From an optimization exercise on the open Yosys and OpenROAD flow, aimed at small area, a short achievable clock period and few clock cycles; shortcuts taken in it are not production practice.
In this exercise RTL edits were held to simulation tests only and were not proved equivalent to the original.

Setup of oak:
// st2play_fx
module st2play_fx (
    input             clk,
    input             rst_n,
    input             cmd_valid,
    output            cmd_ready,
    input      [3:0]  cmd_op,
    input      [1:0]  cmd_ch,
    input      [31:0] cmd_arg,
    output reg        out_valid,
    output reg [31:0] out_data
);
    localparam [3:0] OP_TICK = 4'd0, OP_ROW = 4'd1, OP_SET_NOTE = 4'd2, OP_SET_PERIOD = 4'd3,
                     OP_SET_VOL = 4'd4, OP_SET_GVOL = 4'd5, OP_GET = 4'd6;
    localparam [3:0] C_VIBRATO = 4'd8, C_TREMOR = 4'd9, C_ARPEGGIO = 4'd10, C_VS_VIB = 4'd11;
    reg rst_q;
    wire rst = ~rst_q;
    reg [3:0]  ev_cmd     [0:3];
    reg [7:0]  ev_param   [0:3];
    reg [15:0] period_cur [0:3];
    reg [15:0] period_tgt [0:3];
    reg [6:0]  vol_cur    [0:3];
    reg [6:0]  vol_init   [0:3];
    reg [7:0]  vol_mix    [0:3];
    reg [7:0]  tporta_mem [0:3];
    reg [7:0]  vib_mem    [0:3];
    reg [5:0]  vib_ph     [0:3];    
    reg [3:0]  tr_ctr     [0:3];
    reg        tr_state   [0:3];
    reg [7:0]  last_note  [0:3];
    reg [15:0] c2spd      [0:3];
    reg [6:0]  gvol;
    reg        rdy;
    reg        cr_v;
    reg        cr_tick, cr_row, cr_note, cr_per, cr_vol, cr_gvol, cr_get;
    reg [1:0]  cr_ch;
    reg [31:0] cr_arg;
    reg        get_ok;
    reg [3:0]  wr_ok;
    reg        tick_ok, gvol_ok;
  ...
Size in the first run: ~780 flip-flops, about 75 I/O pins.
==> flow/config.mk <==
export PLATFORM = sky130hd
export DESIGN_NAME = st2play_fx
export DESIGN_NICKNAME = st2play_fx
export VERILOG_FILES = /design/flow/design.v
export SDC_FILE = /design/flow/constraint.sdc
export NUM_CORES = 4
export LEC_CHECK = 0
export CAP_MARGIN = 20
export CORE_MARGIN = 2
export CORE_UTILIZATION = 40
export SLEW_MARGIN = 20
==> flow/constraint.sdc <==
create_clock -name core_clock -period 14.0 [get_ports {clk}]
set_input_delay 2.8000 -clock core_clock [delete_from_list [all_inputs] [get_ports {clk}]]
set_output_delay 2.8000 -clock core_clock [all_outputs]
set_load 0.01 [all_outputs]
standard.sh (not shown) runs the stock make flow with config.mk's settings and CLKGATE_MAP_FILE= SYNTH_SCRIPT=/design/flow/synth_recipe.tcl, a recipe that flattens the netlist after the stock synthesis.
==> flow/flow/run.sh <==
#!/bin/bash
set -euo pipefail
cd "$(dirname "$0")/.."
bash standard.sh SETUP_SLACK_MARGIN=9 finish > flow_make.log 2>&1
oak: flow completed, timing, DRC and antenna clean
Testbench counts of oak, summed over its fixed seeds: cycles 10,383.
What pine does differently from oak at the input level:
diff --git a/flow/design.v b/flow/design.v
--- a/flow/design.v
+++ b/flow/design.v
@@ -19,38 +19,39 @@
     reg [2:0]  st;
     reg [2:0]  cnt;
     reg [1:0]  dch;
     reg [4:0]  dn0;
     reg [3:0]  dhi;
     reg [15:0] d;
     reg [17:0] d3;
+    reg [4:0]  dlen;
     reg        dzero;
     reg [15:0] r;
     reg [15:0] z;
     reg [7:0]  tlo;
     wire [3:0] k  = (m == 2'd2) ? 4'd0 : (m == 2'd1) ? param[7:4] : param[3:0];
     wire [4:0] n0 = {1'b0, note[3:0]} + {1'b0, k};
+    reg  [4:0] c2len;
+    integer i;
+    always @(*) begin
+        c2len = 5'd0;
+        for (i = 0; i < 16; i = i + 1)
+            if (c2[i]) c2len = i[4:0] + 5'd1;
+    end
     wire [14:0] p0;
     wire [1:0]  wrap;
     wire [8:0]  lfo_unused;
     st2fx_tables u_tab (
         .n0       (dn0),
         .lfo_idx  (6'd0),
         .p0       (p0),
         .wrap     (wrap),
         .lfo      (lfo_unused)
     );
     wire [14:0] p0w   = p0 >> wrap;
-    reg  [4:0] dlen;
-    integer i;
-    always @(*) begin
-        dlen = 5'd0;
-        for (i = 0; i < 16; i = i + 1)
-            if (d[i]) dlen = i[4:0] + 5'd1;
-    end
     wire [4:0]  p0len = (dn0 == 5'd0 || dn0 == 5'd12 || dn0 == 5'd24) ? 5'd15 : 5'd14;
     wire        short = ({2'd0, dhi} + {4'd0, wrap} + {1'b0, dlen} + 6'd1) >= {1'b0, p0len};
     wire [14:0] tv    = p0w >> dhi;
     wire [19:0] T     = {tv, 5'd0} + {5'd0, tv};
     function [17:0] r4step;    
         input [15:0] rr;
         input [1:0]  b;
@@ -115,14 +116,15 @@
     end
     always @(posedge clk) begin
         if (start) begin
             dch  <= ch_in;
             dn0  <= n0;
             dhi  <= note[7:4];
             d    <= c2;
+            dlen <= c2len;
         end
         case (st)
         S_PREP1: begin
             d3 <= {2'd0, d} + {1'b0, d, 1'b0};
             if (short) begin
                 r <= {4'd0, T[19:8]};
                 z <= {T[7:0], 8'd0};
@@ -386,21 +388,20 @@
     reg [15:0] c2spd      [0:3];
     reg [6:0]  gvol;
     reg        rdy;
     reg        cr_v;
     reg        cr_tick, cr_row, cr_note, cr_per, cr_vol, cr_gvol, cr_get;
     reg [1:0]  cr_ch;
     reg [31:0] cr_arg;
-    reg        get_ok;
-    reg [3:0]  wr_ok;
+    reg [3:0]  get_ok, wr_ok;
     reg        tick_ok, gvol_ok;
     assign cmd_ready = rdy;
     wire cr_wr   = cr_row | cr_note | cr_per | cr_vol;
     wire cr_ok   = ~(cr_tick & ~tick_ok) & ~(cr_gvol & ~gvol_ok) &
-                   ~(cr_get & ~get_ok) & ~(cr_wr & ~wr_ok[cr_ch]);
+                   ~(cr_get & ~get_ok[cr_ch]) & ~(cr_wr & ~wr_ok[cr_ch]);
     wire ex      = cr_v & cr_ok;
     wire tick_ex = ex & cr_tick;
     wire row_ex  = ex & cr_row;
     wire note_ex = ex & cr_note;
     wire per_ex  = ex & cr_per;
     wire vol_ex  = ex & cr_vol;
     wire gvol_ex = ex & cr_gvol;
@@ -552,32 +553,32 @@
         end
         for (c = 0; c < 4; c = c + 1)
             wr_ok_nx[c] = ~pend_nx[c] & ~dpend_nx[c] &
                           ~(qv_nx[0] && q_ch[0] == c) & ~(qv_nx[1] && q_ch[1] == c) &
                           ~(qv_nx[2] && q_ch[2] == c) & ~(qv_nx[3] && q_ch[3] == c) &
                           ~(get_ex && cr_ch == c);
     end
-    wire       get_ok_nx  = ~(&qv_nx);
+    wire [3:0] get_ok_nx  = {4{~(&qv_nx)}};
     wire       tick_ok_nx = ~a_v_nx & ~(|arp_todo_nx) & dv_free1;
     wire       gvol_ok_nx = ~(|pend_nx);
     wire       crv_nx = rdy ? cmd_valid : cr_v;
     wire [3:0] op_nx  = cmd_op;
     wire [1:0] ch_nx  = rdy ? cmd_ch : cr_ch;
     reg        okin_nx;
     always @(*) begin
         case (op_nx)
         OP_TICK:     okin_nx = tick_ok_nx;
         OP_SET_GVOL: okin_nx = gvol_ok_nx;
-        OP_GET:      okin_nx = get_ok_nx;
+        OP_GET:      okin_nx = get_ok_nx[ch_nx];
         OP_ROW, OP_SET_NOTE, OP_SET_PERIOD, OP_SET_VOL: okin_nx = wr_ok_nx[ch_nx];
         default:     okin_nx = 1'b1;
         endcase
     end
     wire okcr_nx = ~(cr_tick & ~tick_ok_nx) & ~(cr_gvol & ~gvol_ok_nx) &
-                   ~(cr_get & ~get_ok_nx) & ~(cr_wr & ~wr_ok_nx[cr_ch]);
+                   ~(cr_get & ~get_ok_nx[cr_ch]) & ~(cr_wr & ~wr_ok_nx[cr_ch]);
     wire ok_nx = rdy ? okin_nx : okcr_nx;
     wire [3:0] rw_cmd   = cr_arg[3:0];
     wire [7:0] rw_par   = cr_arg[15:8];
     wire       rw_trem  = (rw_cmd == C_TREMOR);
     wire       rw_vib   = (rw_cmd == C_VIBRATO) || (rw_cmd == C_VS_VIB);
     wire [3:0] rw_trc   = tr_ctr[cr_ch];
     wire       rw_trs   = tr_state[cr_ch];
@@ -599,15 +600,15 @@
                 tr_ctr[j]     <= 4'd0;
                 tr_state[j]   <= 1'b0;
                 last_note[j]  <= 8'd0;
                 c2spd[j]      <= 16'd8448;
             end
             gvol     <= 7'd64;
             cr_v     <= 1'b0;
-            get_ok   <= 1'b1;
+            get_ok   <= 4'hF;
             wr_ok    <= 4'hF;
             tick_ok  <= 1'b1;
             gvol_ok  <= 1'b1;
             a_v      <= 1'b0;
             a_ch     <= 2'd0;
             b_v      <= 1'b0;
             pend     <= 4'd0;
--- outcome ---
Count of placed standard cells in the final layout, fillers left out, pine and oak: lower on oak. The final reports for pine and oak show via density per instance higher in the former. Compared with oak, pine shows total instance count after detailed placement that has gone up slightly. pine: average wire per cell in the routed design higher than oak. Compared with oak, in pine number of buffers created by CTS fell 1; fraction of cell area in non-clock buffers grew by 0.53 points; global-route wire length before repair moved up. Setup slack after layout ended up 0.29 ns higher on pine than on oak.
Testbench counts of pine, summed over its fixed seeds: cycles 10,383.

==> re-timing with driven ports <==
The flow's constraints put no driver on any port. The routed layouts listed below were extracted and timed again, unchanged, in two steps.
Step 1 sets driving cells, clkbuf_16 on the clock port and buf_2 on the other inputs (assumed; they add their load-dependent delay and slew).
Step 2 times the ports against the registers' clock, not the clock port: input delays grow and output delays shrink by t, the midpoint of the rising clock arrivals with the driver on.
a / b / c = no drivers / after step 1 / after step 2; a / b = the first two.
run | t (ns) | slack for setup (ns) | worst setup path after step 2 | worst register clock-pin slew, ns
oak | 0.790 | 8.162 / 8.162 / 8.162 | register to register | 0.07 / 0.07
pine | 0.758 | 8.452 / 8.452 / 8.452 | register to register | 0.07 / 0.07
After both steps every run listed still meets setup and hold.
